Background: an optimization exercise with open tools, aiming at small area, a short achievable clock period and few clock cycles. Do not read the settings as production practice.
RTL that was checked went through simulation tests only; none was proved equivalent to the original.
No activity file was given, so power comes from the tool's default toggle rates.

==> v24 <==
// palert_dec
module palert_dec (
    input             clk,
    input             rst,           
    input      [15:0] cfg_poly,      
    input      [15:0] cfg_init,      
    input      [31:0] cfg_sync,      
    input      [5:0]  cfg_crc_off,   
    input             cfg_tbo,       
    input             req_valid,
    output            req_ready,
    input             req_write,
    input             req_pkt,       
    input      [6:0]  req_addr,
    input      [31:0] req_wdata,
    output reg        rsp_valid,
    output reg [31:0] rsp_data
);
Settings: LEC_CHECK=0, CAP_MARGIN=40, CORE_MARGIN=2, CORE_UTILIZATION=40, SLEW_MARGIN=20; clock period 12.0 ns.
standard.sh (not shown) runs the stock make flow with config.mk's settings and CLKGATE_MAP_FILE= SYNTH_SCRIPT=/design/flow/synth_recipe.tcl, a recipe that flattens the netlist after the stock synthesis.
==> flow/flow/run.sh <==
#!/bin/bash
# Standard layout; the repair steps aim for more setup slack than the
# 12 ns constraint asks, so that the achieved period shrinks.
set -euo pipefail
export SETUP_SLACK_MARGIN=8.6
bash standard.sh > standard.log 2>&1
==> v38: changes against v24 <==
--- a/flow/design.v
+++ b/flow/design.v
@@ -41,12 +41,14 @@
     reg        busy;
     reg [1:0]  mode;
     reg        fin;           
     reg [6:0]  cnt;           
     reg [7:0]  vb;            
     reg [6:0]  fldp;          
+    reg [5:0]  coff_r;        
+    reg        xok;           
     reg [15:0] tb [0:7];      
     reg [2:0]  wu_cnt;        
     reg        wu_done;
     reg [1:0]  ps;
     reg [4:0]  lw0, lw1, lw2, lw3;
     wire [7:0] l0 = ln0[lw0];
@@ -59,14 +61,12 @@
             2'd0:    lane = a0;
             2'd1:    lane = a1;
             2'd2:    lane = a2;
             default: lane = a3;
         endcase
     endfunction
-    wire [7:0] b0 = lane(ps,        l0, l1, l2, l3);
-    wire [7:0] b1 = lane(ps + 2'd1, l0, l1, l2, l3);
     wire [7:0]  cd = crc_r[7:0] ^ vb;
     reg  [15:0] tx;
     integer j;
     always @(*) begin
         tx = 16'd0;
         for (j = 0; j < 8; j = j + 1)
@@ -106,22 +106,23 @@
     wire eng_done = (mode == M_TBL) || fin || (mode == M_CRC && cnt == 7'd0);
     wire busy_n   = busy ? !eng_done : x_start;
     wire       rq_v_n    = rdy ? req_valid : (rq_v && !x_go);
     wire       rq_pkt_n  = rdy ? req_pkt   : rq_pkt;
     wire [6:0] rq_addr_n = rdy ? req_addr  : rq_addr;
     wire       wu_done_n = wu_done || (wu_cnt == 3'd7);
-    wire        wr_off  = x_go && rq_wofs;
-    wire        wr_len  = x_go && rq_wlen;
-    wire        wr_plen = x_go && rq_wplen;
+    wire        wr_off  = xok && rq_wofs;      
+    wire        wr_len  = xok && rq_wlen;
+    wire        wr_plen = xok && rq_wplen;
     wire [15:0] off_n   = wr_off  ? rq_wd[15:0] : off_r;
     wire [16:0] len_n   = wr_len  ? rq_wd[16:0] : len_r;
     wire [16:0] plen_n  = wr_plen ? rq_wd[16:0] : plen_r;
     wire        pl_ok   = (plen_n <= 17'd128) && (off_n[15:8] == 8'd0);
     wire [8:0]  room    = {1'b0, plen_n[7:0]} - {1'b0, off_n[7:0]};   
     wire        room_ok = pl_ok && !room[8];
-    wire        inbl_n  = room_ok && (len_n[16:8] == 9'd0) && (room[7:0] >= len_n[7:0]);
+    wire [9:0]  slack_l = {2'b0, plen_n[7:0]} - {2'b0, off_n[7:0]} - {2'b0, len_n[7:0]};
+    wire        inbl_n  = pl_ok && (len_n[16:8] == 9'd0) && !slack_l[9];
     wire        is_sync = w_opc[4] && !w_opc[0];   
     reg  [6:0]  na;
     always @(*) begin
         if (busy_n) begin
             if (!busy)
                 na = is_sync ? off_r[6:0] + 7'd60 : off_r[6:0] + 7'd1;
@@ -155,13 +156,13 @@
     reg [3:0] zp;         
     reg       sx;         
     reg       dio;        
     always @(*) begin
         jp0 = 2'd0; jp1 = 2'd1; jp2 = 2'd2; jp3 = 2'd3;
         zp  = 4'b1100; sx = 1'b0; dio = 1'b0;
-        if (!busy)
+        if (!busy && rq_wcmd)
             case (w_opc[2:0])
                 3'd0: zp = 4'b1110;                                    
                 3'd1, 3'd3: begin                                      
                     if (w_ord == 2'd2) begin jp0 = 2'd1; jp1 = 2'd0; end
                     sx = w_opc[1];
                 end
@@ -182,25 +183,19 @@
     end
     wire [7:0] vb0 = lane(ps + jp0, l0, l1, l2, l3);
     wire [7:0] vb1 = lane(ps + jp1, l0, l1, l2, l3);
     wire [7:0] vb2 = lane(ps + jp2, l0, l1, l2, l3);
     wire [7:0] vb3 = lane(ps + jp3, l0, l1, l2, l3);
     wire       sgn = sx & vb1[7];
+    wire [7:0]  b0 = vb0;
+    wire [7:0]  b1 = vb1;
     wire [31:0] val_get = dio ? {31'd0, vb0[w_sel[2:0]]} :
                           { zp[3] ? {8{sgn}} : vb3, zp[2] ? {8{sgn}} : vb2,
                             zp[1] ? 8'd0 : vb1,     zp[0] ? 8'd0 : vb0 };
-    function [7:0] sbyte(input [1:0] i, input [31:0] s);
-        case (i)
-            2'd0:    sbyte = s[7:0];
-            2'd1:    sbyte = s[15:8];
-            2'd2:    sbyte = s[23:16];
-            default: sbyte = s[31:24];
-        endcase
-    endfunction
-    wire [3:0] sync_eq = { l3 == sbyte(2'd3 - ps, cfg_sync), l2 == sbyte(2'd2 - ps, cfg_sync),
-                           l1 == sbyte(2'd1 - ps, cfg_sync), l0 == sbyte(2'd0 - ps, cfg_sync) };
+    wire [3:0] sync_eq = { vb3 == cfg_sync[31:24], vb2 == cfg_sync[23:16],
+                           vb1 == cfg_sync[15:8],  vb0 == cfg_sync[7:0] };
     wire pkt_we = x_go && rq_pkt && rq_wr;
     always @(posedge clk) begin
         if (pkt_we && rq_addr[1:0] == 2'd0) ln0[rq_addr[6:2]] <= rq_wd[7:0];
         if (pkt_we && rq_addr[1:0] == 2'd1) ln1[rq_addr[6:2]] <= rq_wd[7:0];
         if (pkt_we && rq_addr[1:0] == 2'd2) ln2[rq_addr[6:2]] <= rq_wd[7:0];
         if (pkt_we && rq_addr[1:0] == 2'd3) ln3[rq_addr[6:2]] <= rq_wd[7:0];
@@ -208,17 +203,17 @@
     always @(posedge clk) begin
         if (rdy) begin
             rq_wr   <= req_write;
             rq_pkt  <= req_pkt;
             rq_addr <= req_addr;
             rq_wd   <= req_wdata;
-            rq_wofs  <= req_write && !req_pkt && req_addr == {4'd0, R_OFF};
-            rq_wlen  <= req_write && !req_pkt && req_addr == {4'd0, R_LEN};
-            rq_wplen <= req_write && !req_pkt && req_addr == {4'd0, R_PLEN};
-            rq_wval  <= req_write && !req_pkt && req_addr == {4'd0, R_VAL};
-            rq_wcmd  <= req_write && !req_pkt && req_addr == {4'd0, R_CMD};
+            rq_wofs  <= req_valid && req_write && !req_pkt && req_addr == {4'd0, R_OFF};
+            rq_wlen  <= req_valid && req_write && !req_pkt && req_addr == {4'd0, R_LEN};
+            rq_wplen <= req_valid && req_write && !req_pkt && req_addr == {4'd0, R_PLEN};
+            rq_wval  <= req_valid && req_write && !req_pkt && req_addr == {4'd0, R_VAL};
+            rq_wcmd  <= req_valid && req_write && !req_pkt && req_addr == {4'd0, R_CMD};
         end
     end
     integer k;
     always @(posedge clk) begin
         rsp_data <= rq_pkt ? {24'd0, b0} : reg_rdata;
         ps  <= na[1:0];
@@ -230,13 +225,14 @@
         f_inb2   <= room_ok && (room[7:0] >= 8'd2);
         f_inb4   <= room_ok && (room[7:0] >= 8'd4);
         f_inb64  <= room_ok && (room[7:0] >= 8'd64);
         f_crcrun <= (len_n != 17'd0) && inbl_n;
         f_crcbad <= (len_n != 17'd0) && !inbl_n;
         f_offbig <= (off_n[15:8] != 8'd0);
-        fldp <= off_r[6:0] + {1'b0, cfg_crc_off};
+        coff_r <= cfg_crc_off;
+        fldp   <= off_r[6:0] + {1'b0, coff_r};
         tb[7] <= cfg_poly;
         for (k = 7; k > 0; k = k - 1)
             tb[k-1] <= tb[k][0] ? ((tb[k] >> 1) ^ tb[7]) : (tb[k] >> 1);
     end
     always @(posedge clk) begin
         if (rst) begin
@@ -248,20 +244,22 @@
             tv        <= 1'b0;
             match     <= 1'b0;
             es        <= 1'b0;
             rc        <= RC_OK;
             rdy       <= 1'b1;
             rq_v      <= 1'b0;
+            xok       <= 1'b0;
             busy      <= 1'b0;
             rsp_valid <= 1'b0;
             wu_cnt    <= 3'd0;
             wu_done   <= 1'b0;
         end else begin
             rq_v      <= rq_v_n;
             busy      <= busy_n;
             rdy       <= !rq_v_n || !(busy_n || (!wu_done_n && !rq_pkt_n));
+            xok       <= !busy_n && wu_done_n;
             rsp_valid <= x_go && !rq_wr;
             wu_cnt    <= wu_cnt + {2'd0, !wu_done};
             wu_done   <= wu_done_n;
             off_r  <= off_n;
             len_r  <= len_n;
             plen_r <= plen_n;
==> flow/flow/run.sh (replaced) <==
#!/bin/bash
# Standard layout; the repair steps aim for more setup slack than the
# 12 ns constraint asks, so that the achieved period shrinks.
set -euo pipefail
export SETUP_SLACK_MARGIN=9.0
export TNS_END_PERCENT=20
bash standard.sh > standard.log 2>&1
==> flow/config.mk (replaced) <==
export PLATFORM = sky130hd
export DESIGN_NAME = palert_dec
export DESIGN_NICKNAME = palert_dec
export VERILOG_FILES = /design/flow/design.v
export SDC_FILE = /design/flow/constraint.sdc
export NUM_CORES = 4
export LEC_CHECK = 0
export CAP_MARGIN = 40
export CORE_MARGIN = 2
export CORE_UTILIZATION = 60
export SLEW_MARGIN = 20
==> v2: changes against v24 <==
--- a/flow/design.v
+++ b/flow/design.v
@@ -41,12 +41,14 @@
     reg        busy;
     reg [1:0]  mode;
     reg        fin;           
     reg [6:0]  cnt;           
     reg [7:0]  vb;            
     reg [6:0]  fldp;          
+    reg [5:0]  coff_r;        
+    reg        xok;           
     reg [15:0] tb [0:7];      
     reg [2:0]  wu_cnt;        
     reg        wu_done;
     reg [1:0]  ps;
     reg [4:0]  lw0, lw1, lw2, lw3;
     wire [7:0] l0 = ln0[lw0];
@@ -59,14 +61,12 @@
             2'd0:    lane = a0;
             2'd1:    lane = a1;
             2'd2:    lane = a2;
             default: lane = a3;
         endcase
     endfunction
-    wire [7:0] b0 = lane(ps,        l0, l1, l2, l3);
-    wire [7:0] b1 = lane(ps + 2'd1, l0, l1, l2, l3);
     wire [7:0]  cd = crc_r[7:0] ^ vb;
     reg  [15:0] tx;
     integer j;
     always @(*) begin
         tx = 16'd0;
         for (j = 0; j < 8; j = j + 1)
@@ -106,22 +106,23 @@
     wire eng_done = (mode == M_TBL) || fin || (mode == M_CRC && cnt == 7'd0);
     wire busy_n   = busy ? !eng_done : x_start;
     wire       rq_v_n    = rdy ? req_valid : (rq_v && !x_go);
     wire       rq_pkt_n  = rdy ? req_pkt   : rq_pkt;
     wire [6:0] rq_addr_n = rdy ? req_addr  : rq_addr;
     wire       wu_done_n = wu_done || (wu_cnt == 3'd7);
-    wire        wr_off  = x_go && rq_wofs;
-    wire        wr_len  = x_go && rq_wlen;
-    wire        wr_plen = x_go && rq_wplen;
+    wire        wr_off  = xok && rq_wofs;      
+    wire        wr_len  = xok && rq_wlen;
+    wire        wr_plen = xok && rq_wplen;
     wire [15:0] off_n   = wr_off  ? rq_wd[15:0] : off_r;
     wire [16:0] len_n   = wr_len  ? rq_wd[16:0] : len_r;
     wire [16:0] plen_n  = wr_plen ? rq_wd[16:0] : plen_r;
     wire        pl_ok   = (plen_n <= 17'd128) && (off_n[15:8] == 8'd0);
     wire [8:0]  room    = {1'b0, plen_n[7:0]} - {1'b0, off_n[7:0]};   
     wire        room_ok = pl_ok && !room[8];
-    wire        inbl_n  = room_ok && (len_n[16:8] == 9'd0) && (room[7:0] >= len_n[7:0]);
+    wire [9:0]  slack_l = {2'b0, plen_n[7:0]} - {2'b0, off_n[7:0]} - {2'b0, len_n[7:0]};
+    wire        inbl_n  = pl_ok && (len_n[16:8] == 9'd0) && !slack_l[9];
     wire        is_sync = w_opc[4] && !w_opc[0];   
     reg  [6:0]  na;
     always @(*) begin
         if (busy_n) begin
             if (!busy)
                 na = is_sync ? off_r[6:0] + 7'd60 : off_r[6:0] + 7'd1;
@@ -155,13 +156,13 @@
     reg [3:0] zp;         
     reg       sx;         
     reg       dio;        
     always @(*) begin
         jp0 = 2'd0; jp1 = 2'd1; jp2 = 2'd2; jp3 = 2'd3;
         zp  = 4'b1100; sx = 1'b0; dio = 1'b0;
-        if (!busy)
+        if (!busy && rq_wcmd)
             case (w_opc[2:0])
                 3'd0: zp = 4'b1110;                                    
                 3'd1, 3'd3: begin                                      
                     if (w_ord == 2'd2) begin jp0 = 2'd1; jp1 = 2'd0; end
                     sx = w_opc[1];
                 end
@@ -182,25 +183,19 @@
     end
     wire [7:0] vb0 = lane(ps + jp0, l0, l1, l2, l3);
     wire [7:0] vb1 = lane(ps + jp1, l0, l1, l2, l3);
     wire [7:0] vb2 = lane(ps + jp2, l0, l1, l2, l3);
     wire [7:0] vb3 = lane(ps + jp3, l0, l1, l2, l3);
     wire       sgn = sx & vb1[7];
+    wire [7:0]  b0 = vb0;
+    wire [7:0]  b1 = vb1;
     wire [31:0] val_get = dio ? {31'd0, vb0[w_sel[2:0]]} :
                           { zp[3] ? {8{sgn}} : vb3, zp[2] ? {8{sgn}} : vb2,
                             zp[1] ? 8'd0 : vb1,     zp[0] ? 8'd0 : vb0 };
-    function [7:0] sbyte(input [1:0] i, input [31:0] s);
-        case (i)
-            2'd0:    sbyte = s[7:0];
-            2'd1:    sbyte = s[15:8];
-            2'd2:    sbyte = s[23:16];
-            default: sbyte = s[31:24];
-        endcase
-    endfunction
-    wire [3:0] sync_eq = { l3 == sbyte(2'd3 - ps, cfg_sync), l2 == sbyte(2'd2 - ps, cfg_sync),
-                           l1 == sbyte(2'd1 - ps, cfg_sync), l0 == sbyte(2'd0 - ps, cfg_sync) };
+    wire [3:0] sync_eq = { vb3 == cfg_sync[31:24], vb2 == cfg_sync[23:16],
+                           vb1 == cfg_sync[15:8],  vb0 == cfg_sync[7:0] };
     wire pkt_we = x_go && rq_pkt && rq_wr;
     always @(posedge clk) begin
         if (pkt_we && rq_addr[1:0] == 2'd0) ln0[rq_addr[6:2]] <= rq_wd[7:0];
         if (pkt_we && rq_addr[1:0] == 2'd1) ln1[rq_addr[6:2]] <= rq_wd[7:0];
         if (pkt_we && rq_addr[1:0] == 2'd2) ln2[rq_addr[6:2]] <= rq_wd[7:0];
         if (pkt_we && rq_addr[1:0] == 2'd3) ln3[rq_addr[6:2]] <= rq_wd[7:0];
@@ -208,17 +203,17 @@
     always @(posedge clk) begin
         if (rdy) begin
             rq_wr   <= req_write;
             rq_pkt  <= req_pkt;
             rq_addr <= req_addr;
             rq_wd   <= req_wdata;
-            rq_wofs  <= req_write && !req_pkt && req_addr == {4'd0, R_OFF};
-            rq_wlen  <= req_write && !req_pkt && req_addr == {4'd0, R_LEN};
-            rq_wplen <= req_write && !req_pkt && req_addr == {4'd0, R_PLEN};
-            rq_wval  <= req_write && !req_pkt && req_addr == {4'd0, R_VAL};
-            rq_wcmd  <= req_write && !req_pkt && req_addr == {4'd0, R_CMD};
+            rq_wofs  <= req_valid && req_write && !req_pkt && req_addr == {4'd0, R_OFF};
+            rq_wlen  <= req_valid && req_write && !req_pkt && req_addr == {4'd0, R_LEN};
+            rq_wplen <= req_valid && req_write && !req_pkt && req_addr == {4'd0, R_PLEN};
+            rq_wval  <= req_valid && req_write && !req_pkt && req_addr == {4'd0, R_VAL};
+            rq_wcmd  <= req_valid && req_write && !req_pkt && req_addr == {4'd0, R_CMD};
         end
     end
     integer k;
     always @(posedge clk) begin
         rsp_data <= rq_pkt ? {24'd0, b0} : reg_rdata;
         ps  <= na[1:0];
@@ -230,13 +225,14 @@
         f_inb2   <= room_ok && (room[7:0] >= 8'd2);
         f_inb4   <= room_ok && (room[7:0] >= 8'd4);
         f_inb64  <= room_ok && (room[7:0] >= 8'd64);
         f_crcrun <= (len_n != 17'd0) && inbl_n;
         f_crcbad <= (len_n != 17'd0) && !inbl_n;
         f_offbig <= (off_n[15:8] != 8'd0);
-        fldp <= off_r[6:0] + {1'b0, cfg_crc_off};
+        coff_r <= cfg_crc_off;
+        fldp   <= off_r[6:0] + {1'b0, coff_r};
         tb[7] <= cfg_poly;
         for (k = 7; k > 0; k = k - 1)
             tb[k-1] <= tb[k][0] ? ((tb[k] >> 1) ^ tb[7]) : (tb[k] >> 1);
     end
     always @(posedge clk) begin
         if (rst) begin
@@ -248,20 +244,22 @@
             tv        <= 1'b0;
             match     <= 1'b0;
             es        <= 1'b0;
             rc        <= RC_OK;
             rdy       <= 1'b1;
             rq_v      <= 1'b0;
+            xok       <= 1'b0;
             busy      <= 1'b0;
             rsp_valid <= 1'b0;
             wu_cnt    <= 3'd0;
             wu_done   <= 1'b0;
         end else begin
             rq_v      <= rq_v_n;
             busy      <= busy_n;
             rdy       <= !rq_v_n || !(busy_n || (!wu_done_n && !rq_pkt_n));
+            xok       <= !busy_n && wu_done_n;
             rsp_valid <= x_go && !rq_wr;
             wu_cnt    <= wu_cnt + {2'd0, !wu_done};
             wu_done   <= wu_done_n;
             off_r  <= off_n;
             len_r  <= len_n;
             plen_r <= plen_n;
==> flow/flow/run.sh (replaced) <==
#!/bin/bash
# Standard layout; the repair steps aim for more setup slack than the
# 12 ns constraint asks, so that the achieved period shrinks.
set -euo pipefail
export SETUP_SLACK_MARGIN=9.0
export TNS_END_PERCENT=20
bash standard.sh > standard.log 2>&1
==> impl_metrics.yaml <==
synthesis:
  ys_ff_latch: 1403
layout:
  comb.multi_input.count: 2623
  design_area_um2: 72700
pwr:
  pg_seq_mw: 5.61
status:
  outcome: "complete, no violations"
critical_path:
  cp_num_cells: 2
The numbers above come from v38.

==> impl_metrics.yaml <==
pwr:
  pg_seq_mw: 5.61
layout:
  comb.multi_input.count: 2622
status:
  outcome: "complete, no violations"
critical_path:
  cp_num_cells: 2
synthesis:
  ys_ff_latch: 1403
The numbers above come from v2.

==> impl_metrics.yaml <==
synthesis:
  synth_most_common_cell: "edfxtp_1"
  ys_ff_latch: 1396
status:
  outcome: "complete, no violations"
layout:
  comb.multi_input.count: 2847
  design_area_um2: 75600
pwr:
  pg_seq_mw: 5.62
  p_comb_mw: 2.92
critical_path:
  cp_num_cells: 21
The numbers above come from v24.

Testbench counts of v38, summed over its fixed seeds: cycles 14,855.
Testbench counts of v2, summed over its fixed seeds: cycles 14,855.
For v24, only the layout was checked, not whether the RTL still works.

-- static timing again, ports no longer ideal --
How much do the figures lean on ideal ports? The routed layouts below were timed once more, with nothing changed but the port constraints. Step 1 sets driving cells, clkbuf_16 on the clock port and buf_2 on the other inputs (assumed; they add their load-dependent delay and slew). Step 2 also shifts input and output timing later by t, the mid clock arrival at the registers, as if the neighbouring blocks saw the same clock. Slacks: ideal ports / drivers / drivers and shift; pairs: ideal ports / drivers.
run | shift t [ns] | slack for setup (ns) | clock arrival spread, ns
v24 | 0.841 | 8.163 / 8.163 / 7.608 | 0.037 / 0.037
v38 | 0.825 | 8.267 / 8.189 / 8.025 | 0.045 / 0.045
v2 | 0.851 | 8.217 / 8.142 / 7.853 | 0.034 / 0.035
After both steps every run listed still meets setup and hold. For v24, which loses most, drivers alone change the setup slack by 0.000 ns; drivers and shift together by -0.555 ns.
